This is an optimization exercise on Yosys and OpenROAD, whose aim is small area, not a production implementation. RTL that was checked went through simulation tests only; none was proved equivalent to the original. No driver is modelled on the clock port, so clocking that relies on it looks cheaper here than on a real chip. Power figures rest on the tool's default switching activity, not on a simulated workload.

==> v29 <==
==> flow/design.v <==
module deframer #(
    parameter MAX_LEN = 128                    
) (
    input  wire                   clk,
    input  wire                   rst,             
    input  wire                   in_vld,
    input  wire                   in_bit,
    input  wire [15:0]            cfg_sync,
    input  wire                   cfg_has_crc,
    input  wire                   cfg_check_crc,
    input  wire [15:0]            cfg_poly,
    output reg                    ev_valid,
    output reg  [1:0]             ev_kind,         
    output wire                   ev_ok,
    output wire [7:0]             ev_len,
    output wire [8*MAX_LEN-1:0]   ev_data,         
    output wire [15:0]            ev_crc_calc,
    output wire [15:0]            ev_crc_recv
);
    localparam [1:0] ST_SEARCH  = 2'd0,
                     ST_LENGTH  = 2'd1,
                     ST_PAYLOAD = 2'd2,
                     ST_TRAILER = 2'd3;
    localparam [1:0] K_PACKET = 2'd0,
                     K_CRC_MISMATCH = 2'd1,
                     K_ALLOC_FAIL = 2'd2;
    reg  [1:0]  st;
    reg  [15:0] sr;            
    reg  [2:0]  bcnt;          
    reg  [6:0]  kcnt;          
    reg  [7:0]  len;
    reg  [15:0] crc;           
    reg  [8*MAX_LEN-1:0] pbuf;
    wire [15:0] shifted   = {sr[14:0], in_bit};
    wire        byte_end  = (bcnt == 3'd7);
    wire [7:0]  kcnt_inc  = {1'b0, kcnt} + 8'd1;
    wire        last_byte = (kcnt_inc == len);
    wire        verify_en = cfg_has_crc & cfg_check_crc;
    wire        match = ev_valid ? ({15'd0, in_bit} == cfg_sync)
                                 : (shifted == cfg_sync);
    wire [15:0] crc_next = {crc[14:0], 1'b0} ^ (cfg_poly & {16{crc[15] ^ in_bit}});
    wire        step  = in_vld & ~rst;
    wire        wr    = step & (st == ST_PAYLOAD) & byte_end;
    genvar k;
    generate
        for (k = 0; k < MAX_LEN; k = k + 1) begin : g_byte
            always @(posedge clk)
                if (wr && kcnt == k)
                    pbuf[8*k +: 8] <= shifted[7:0];
        end
    endgenerate
    assign ev_data     = pbuf;
    assign ev_len      = len;
    assign ev_ok       = ~(ev_kind[0] | ev_kind[1]);
    assign ev_crc_calc = crc;
    assign ev_crc_recv = sr;
    always @(posedge clk) begin
        if (rst) begin
            st       <= ST_SEARCH;
            sr       <= 16'd0;
            ev_valid <= 1'b0;
        end else begin
            ev_valid <= 1'b0;
            if (ev_valid && !in_vld)
                sr <= 16'd0;
            if (in_vld) begin
                case (st)
                    ST_SEARCH: begin
                        sr   <= ev_valid ? {15'd0, in_bit} : shifted;
                        bcnt <= 3'd0;
                        if (match) begin
                            crc <= 16'hFFFF;
                            st  <= ST_LENGTH;
                        end
                    end
                    ST_LENGTH: begin
                        sr   <= shifted;
                        crc  <= crc_next;
                        bcnt <= bcnt + 3'd1;
                        kcnt <= 7'd0;
                        if (byte_end) begin
                            len <= shifted[7:0];
                            if (shifted[7:0] > MAX_LEN) begin
                                ev_valid <= 1'b1;
                                ev_kind  <= K_ALLOC_FAIL;
                                st       <= ST_SEARCH;
                            end else if (shifted[7:0] == 8'd0) begin
                                if (cfg_has_crc) begin
                                    st <= ST_TRAILER;
                                end else begin
                                    ev_valid <= 1'b1;
                                    ev_kind  <= K_PACKET;
                                    st       <= ST_SEARCH;
                                end
                            end else begin
                                st <= ST_PAYLOAD;
                            end
                        end
                    end
                    ST_PAYLOAD: begin
                        sr   <= shifted;
                        crc  <= crc_next;
                        bcnt <= bcnt + 3'd1;
                        if (byte_end) begin
                            if (last_byte) begin
                                kcnt <= 7'd0;
                                if (cfg_has_crc) begin
                                    st <= ST_TRAILER;
                                end else begin
                                    ev_valid <= 1'b1;
                                    ev_kind  <= K_PACKET;
                                    st       <= ST_SEARCH;
                                end
                            end else begin
                                kcnt <= kcnt_inc[6:0];
                            end
                        end
                    end
                    default: begin  
                        sr   <= shifted;
                        bcnt <= bcnt + 3'd1;
                        if (byte_end) begin
                            kcnt[0] <= 1'b1;
                            if (kcnt[0]) begin
                                ev_valid <= 1'b1;
                                ev_kind  <= (verify_en && crc != shifted)
                                            ? K_CRC_MISMATCH : K_PACKET;
                                st       <= ST_SEARCH;
                            end
                        end
                    end
                endcase
            end
        end
    end
endmodule
==> flow/flow/run.sh <==
#!/bin/bash
# Standard ORFS layout (the standard.sh), with the port buffers made
# from the smallest buffer cell and clock tree options set explicitly.
set -euo pipefail
bash standard.sh \
  'BUFFER_PORTS_ARGS=-buffer_cell sky130_fd_sc_hd__buf_1' \
  'CTS_ARGS=-sink_clustering_enable -repair_clock_nets -dont_use_dummy_load' \
  finish > flow_standard.log 2>&1
==> flow/standard.sh <==
#!/bin/bash
# synth_recipe.tcl (not shown) runs the flow's synth.tcl, then flattens the netlist and writes it again
# the make line also repeats each setting of config.mk as NAME=value (left out here)
make -C /OpenROAD-flow-scripts/flow DESIGN_CONFIG=/design/flow/config.mk WORK_HOME=/design/flow/orfs CLKGATE_MAP_FILE= SYNTH_SCRIPT=/design/flow/synth_recipe.tcl "${@:-finish}"
==> flow/config.mk <==
export PLATFORM = sky130hd
export DESIGN_NAME = deframer
export DESIGN_NICKNAME = deframer
export VERILOG_FILES = /design/flow/design.v
export SDC_FILE = /design/flow/constraint.sdc
export NUM_CORES = 4
export LEC_CHECK = 0
export CAP_MARGIN = 20
export CORE_AREA = 2.3 2.72 457.7 147.28
export DIE_AREA = 0 0 460 150
export SLEW_MARGIN = 20
==> flow/constraint.sdc <==
create_clock -name core_clock -period 10.0 [get_ports {clk}]
set_input_delay 2.0000 -clock core_clock [delete_from_list [all_inputs] [get_ports {clk}]]
set_output_delay 2.0000 -clock core_clock [all_outputs]
set_load 0.01 [all_outputs]
==> v6 (differences from v29) <==
--- a/flow/design.v
+++ b/flow/design.v
@@ -12,3 +12,3 @@
     output reg                    ev_valid,
-    output reg  [1:0]             ev_kind,         
+    output wire [1:0]             ev_kind,         
     output wire                   ev_ok,
@@ -23,5 +23,2 @@
                      ST_TRAILER = 2'd3;
-    localparam [1:0] K_PACKET = 2'd0,
-                     K_CRC_MISMATCH = 2'd1,
-                     K_ALLOC_FAIL = 2'd2;
     reg  [1:0]  st;
@@ -32,2 +29,3 @@
     reg  [15:0] crc;           
+    reg         mism;          
     reg  [8*MAX_LEN-1:0] pbuf;
@@ -43,8 +41,9 @@
     wire        wr    = step & (st == ST_PAYLOAD) & byte_end;
+    wire [7:0] even_byte = kcnt[0] ? shifted[15:8] : shifted[7:0];
     genvar k;
     generate
-        for (k = 0; k < MAX_LEN; k = k + 1) begin : g_byte
+        for (k = 0; k < MAX_LEN / 2; k = k + 1) begin : g_pair
             always @(posedge clk)
-                if (wr && kcnt == k)
-                    pbuf[8*k +: 8] <= shifted[7:0];
+                if (wr && kcnt[6:1] == k)
+                    pbuf[16*k +: 16] <= {shifted[7:0], even_byte};
         end
@@ -53,3 +52,5 @@
     assign ev_len      = len;
-    assign ev_ok       = ~(ev_kind[0] | ev_kind[1]);
+    wire   alloc_fail  = (len > MAX_LEN);
+    assign ev_kind     = {alloc_fail, mism};
+    assign ev_ok       = ~(alloc_fail | mism);
     assign ev_crc_calc = crc;
@@ -84,3 +85,3 @@
                                 ev_valid <= 1'b1;
-                                ev_kind  <= K_ALLOC_FAIL;
+                                mism     <= 1'b0;
                                 st       <= ST_SEARCH;
@@ -91,3 +92,3 @@
                                     ev_valid <= 1'b1;
-                                    ev_kind  <= K_PACKET;
+                                    mism     <= 1'b0;
                                     st       <= ST_SEARCH;
@@ -110,3 +111,3 @@
                                     ev_valid <= 1'b1;
-                                    ev_kind  <= K_PACKET;
+                                    mism     <= 1'b0;
                                     st       <= ST_SEARCH;
@@ -125,4 +126,3 @@
                                 ev_valid <= 1'b1;
-                                ev_kind  <= (verify_en && crc != shifted)
-                                            ? K_CRC_MISMATCH : K_PACKET;
+                                mism     <= verify_en && crc != shifted;
                                 st       <= ST_SEARCH;
--- a/flow/flow/run.sh
+++ b/flow/flow/run.sh
@@ -6,3 +6,3 @@
   'BUFFER_PORTS_ARGS=-buffer_cell sky130_fd_sc_hd__buf_1' \
-  'CTS_ARGS=-sink_clustering_enable -repair_clock_nets -dont_use_dummy_load' \
+  'CTS_ARGS=-sink_clustering_enable -repair_clock_nets -dont_use_dummy_load -buf_list sky130_fd_sc_hd__clkbuf_8' \
   finish > flow_standard.log 2>&1
==> v32 (differences from v29) <==
--- a/flow/design.v
+++ b/flow/design.v
@@ -12,3 +12,3 @@
     output reg                    ev_valid,
-    output reg  [1:0]             ev_kind,         
+    output wire [1:0]             ev_kind,         
     output wire                   ev_ok,
@@ -23,5 +23,2 @@
                      ST_TRAILER = 2'd3;
-    localparam [1:0] K_PACKET = 2'd0,
-                     K_CRC_MISMATCH = 2'd1,
-                     K_ALLOC_FAIL = 2'd2;
     reg  [1:0]  st;
@@ -32,2 +29,3 @@
     reg  [15:0] crc;           
+    reg         mism;          
     reg  [8*MAX_LEN-1:0] pbuf;
@@ -42,9 +40,16 @@
     wire        step  = in_vld & ~rst;
-    wire        wr    = step & (st == ST_PAYLOAD) & byte_end;
+    wire        pay   = (st == ST_PAYLOAD);
+    wire        stb   = step & byte_end;
+    wire        wr    = stb & pay;
+    wire [7:0]  even_byte = kcnt[0] ? shifted[15:8] : shifted[7:0];
+    wire [15:0] pair_data = {shifted[7:0], even_byte};
     genvar k;
     generate
-        for (k = 0; k < MAX_LEN; k = k + 1) begin : g_byte
+        for (k = 0; k < MAX_LEN / 2; k = k + 1) begin : g_pair
+            wire sel  = pay & (kcnt[6:1] == k);
+            wire hold = ~sel;
+            wire load = sel & stb;
             always @(posedge clk)
-                if (wr && kcnt == k)
-                    pbuf[8*k +: 8] <= shifted[7:0];
+                pbuf[16*k +: 16] <= (pbuf[16*k +: 16] & {16{hold}})
+                                  | (pair_data & {16{load}});
         end
@@ -53,3 +58,5 @@
     assign ev_len      = len;
-    assign ev_ok       = ~(ev_kind[0] | ev_kind[1]);
+    wire   alloc_fail  = (len > MAX_LEN);
+    assign ev_kind     = {alloc_fail, mism};
+    assign ev_ok       = ~(alloc_fail | mism);
     assign ev_crc_calc = crc;
@@ -84,3 +91,3 @@
                                 ev_valid <= 1'b1;
-                                ev_kind  <= K_ALLOC_FAIL;
+                                mism     <= 1'b0;
                                 st       <= ST_SEARCH;
@@ -91,3 +98,3 @@
                                     ev_valid <= 1'b1;
-                                    ev_kind  <= K_PACKET;
+                                    mism     <= 1'b0;
                                     st       <= ST_SEARCH;
@@ -110,3 +117,3 @@
                                     ev_valid <= 1'b1;
-                                    ev_kind  <= K_PACKET;
+                                    mism     <= 1'b0;
                                     st       <= ST_SEARCH;
@@ -125,4 +132,3 @@
                                 ev_valid <= 1'b1;
-                                ev_kind  <= (verify_en && crc != shifted)
-                                            ? K_CRC_MISMATCH : K_PACKET;
+                                mism     <= verify_en && crc != shifted;
                                 st       <= ST_SEARCH;
==> flow/flow/run.sh (replaced) <==
#!/bin/bash
# Standard ORFS layout (the standard.sh) with:
#  - port buffers made from the smallest buffer cell,
#  - clock tree from clkbuf_8 leaves without dummy loads,
#  - leaf clock buffers with a high estimated clock-pin slew upsized
#    after CTS (flow/post_cts.tcl).
set -euo pipefail
here=$(pwd)
bash standard.sh \
  'BUFFER_PORTS_ARGS=-buffer_cell sky130_fd_sc_hd__buf_1' \
  'CTS_ARGS=-sink_clustering_enable -repair_clock_nets -dont_use_dummy_load -buf_list sky130_fd_sc_hd__clkbuf_8 -sink_clustering_size 16 -sink_clustering_max_diameter 50' \
  "POST_CTS_TCL=$here/flow/post_cts.tcl" \
  finish > flow_standard.log 2>&1
==> flow/flow/post_cts.tcl (new file) <==
# Upsize clock leaf buffers whose flip-flop clock pins have a high
# estimated slew, then legalize the placement again.
estimate_parasitics -placement
set limit 0.115
set worst [dict create]
foreach pin [all_registers -clock_pins -edge_triggered] {
  set w 0
  foreach e {rise fall} {
    foreach a {min max} {
      set s [get_property $pin slew_${a}_$e]
      if {$s > $w} { set w $s }
    }
  }
  set drv [get_pins -of_objects [get_nets -of_objects $pin] -filter "direction==output"]
  set inst [get_full_name [get_cells -of_objects $drv]]
  if {![dict exists $worst $inst] || [dict get $worst $inst] < $w} { dict set worst $inst $w }
}
set n 0
foreach inst [dict keys $worst] {
  set w [dict get $worst $inst]
  set master [get_property [get_cells $inst] ref_name]
  if {$w > $limit && $master ne "sky130_fd_sc_hd__clkbuf_16"} {
    puts "post_cts: $inst ($master) clock pin slew $w, upsized"
    replace_cell [get_cells $inst] sky130_fd_sc_hd__clkbuf_16
    incr n
  }
}
puts "post_cts: upsized $n clock buffers"
if {$n > 0} {
  detailed_placement
  check_placement -verbose
  estimate_parasitics -placement
}
CORE_AREA = 2.3 2.72 467.7 107.28   (was 2.3 2.72 457.7 147.28)
DIE_AREA = 0 0 470 110   (was 0 0 460 150)
==> flow_summary_export.csv <==
group,metric,value,unit
outcome,status,"finished clean",
power,ir_drop,0.117,mV
cells_and_area,multi_input_gates,386,
synthesis,syn_area,34600,µm²
synthesis,synth_nets,1556,
detailed_routing,firstDrtPassIters,7,
timing,slew-limit-headroom,28.4,%
synthesis,synthMuxAreaShare,0.0904,%
floorplanning,std_cell_rows,53,
power,p_int,6.34,mW
cells_and_area,buffer_area_share,10.3,%
synthesis,synth_ff_type,"edfxtp_1",
placement,globalplace.congestion,0.931,
cells_and_area,layout_common_cells,"buf_1, edfxtp_1, nor2_1",
timing,finalCriticalPeriod,4250,ps
setup_path,ff2ff_setup_slack,6380,ps
detailed_routing,first_iter_violations,1992,
placement,dpl-instance-area,39900,µm²
cells_and_area,n_all_buffers,1129,
clock_network,clkTransAtPathRegs,70,ps
grt,gr-usage-met3,8.45,%
Source of the figures above: v29

==> flow_summary_export.csv <==
group,metric,value,unit
synthesis,syn_area,34500,µm²
detailed_routing,firstDrtPassIters,5,
clock_network,clkTransAtPathRegs,60,ps
grt,grt-ovfl-total,0,
cells_and_area,buffer_area_share,11.3,%
grt,gr-usage-met3,7.97,%
synthesis,synth_ff_type,"edfxtp_1",
placement,dpl-instance-area,40200,µm²
setup_path,ff2ff_setup_slack,6870,ps
cells_and_area,multi_input_gates,343,
placement,globalplace.congestion,0.885,
detailed_routing,first_iter_violations,2497,
synthesis,synthMuxAreaShare,0.236,%
floorplanning,std_cell_rows,53,
grt,antenna_found_initial,7,
outcome,status,"finished clean",
power,p_int,6.08,mW
timing,slew-limit-headroom,24.6,%
Source of the figures above: v6

==> flow_summary_export.csv <==
group,metric,value,unit
power,p_int,5.07,mW
synthesis,synth_ff_type,"dfxtp_1",
outcome,status,"finished clean",
placement,dpl-instance-area,38200,µm²
setup_path,ff2ff_setup_slack,6460,ps
placement,globalplace.congestion,0.926,
detailed_routing,firstDrtPassIters,6,
cells_and_area,n_all_buffers,1119,
clock_network,clkTransAtPathRegs,100,ps
cells_and_area,layout_common_cells,"buf_1, nand2_1, dfxtp_1",
cells_and_area,buffer_area_share,10.9,%
Source of the figures above: v32

For v6, only the layout was checked, not whether the RTL still works.

[what the ideal ports hide]
The flow's constraints put no driver on any port. The routed layouts listed below were extracted and timed again, unchanged, in two steps.
Step 1: set_driving_cell puts a clkbuf_16 on clk and a buf_2 on each other input, an assumption about the parent block.
Step 2 times the ports against the registers' clock, not the clock port: input delays grow and output delays shrink by t, the midpoint of the rising clock arrivals with the driver on.
a / b / c = ideal / step 1 / step 2; a / b = the first two.
run | t, ns | setup WS [ns] | worst setup path after step 2 | worst slew at a driven data input, ns | cell pins on the clock port's net
v29 | 0.704 | 5.749 / 5.767 / 5.063 | input to register | 0.15 | 1
v6 | 0.782 | 5.970 / 5.909 / 5.295 | input to register | 0.07 | 1
v32 | 0.750 | 5.988 / 6.010 / 5.277 | input to register | 0.06 | 1
After both steps setup and hold are still met in every run listed. The setup slack of v32, which loses most, moves by +0.022 ns with the drivers and by -0.711 ns with both steps.
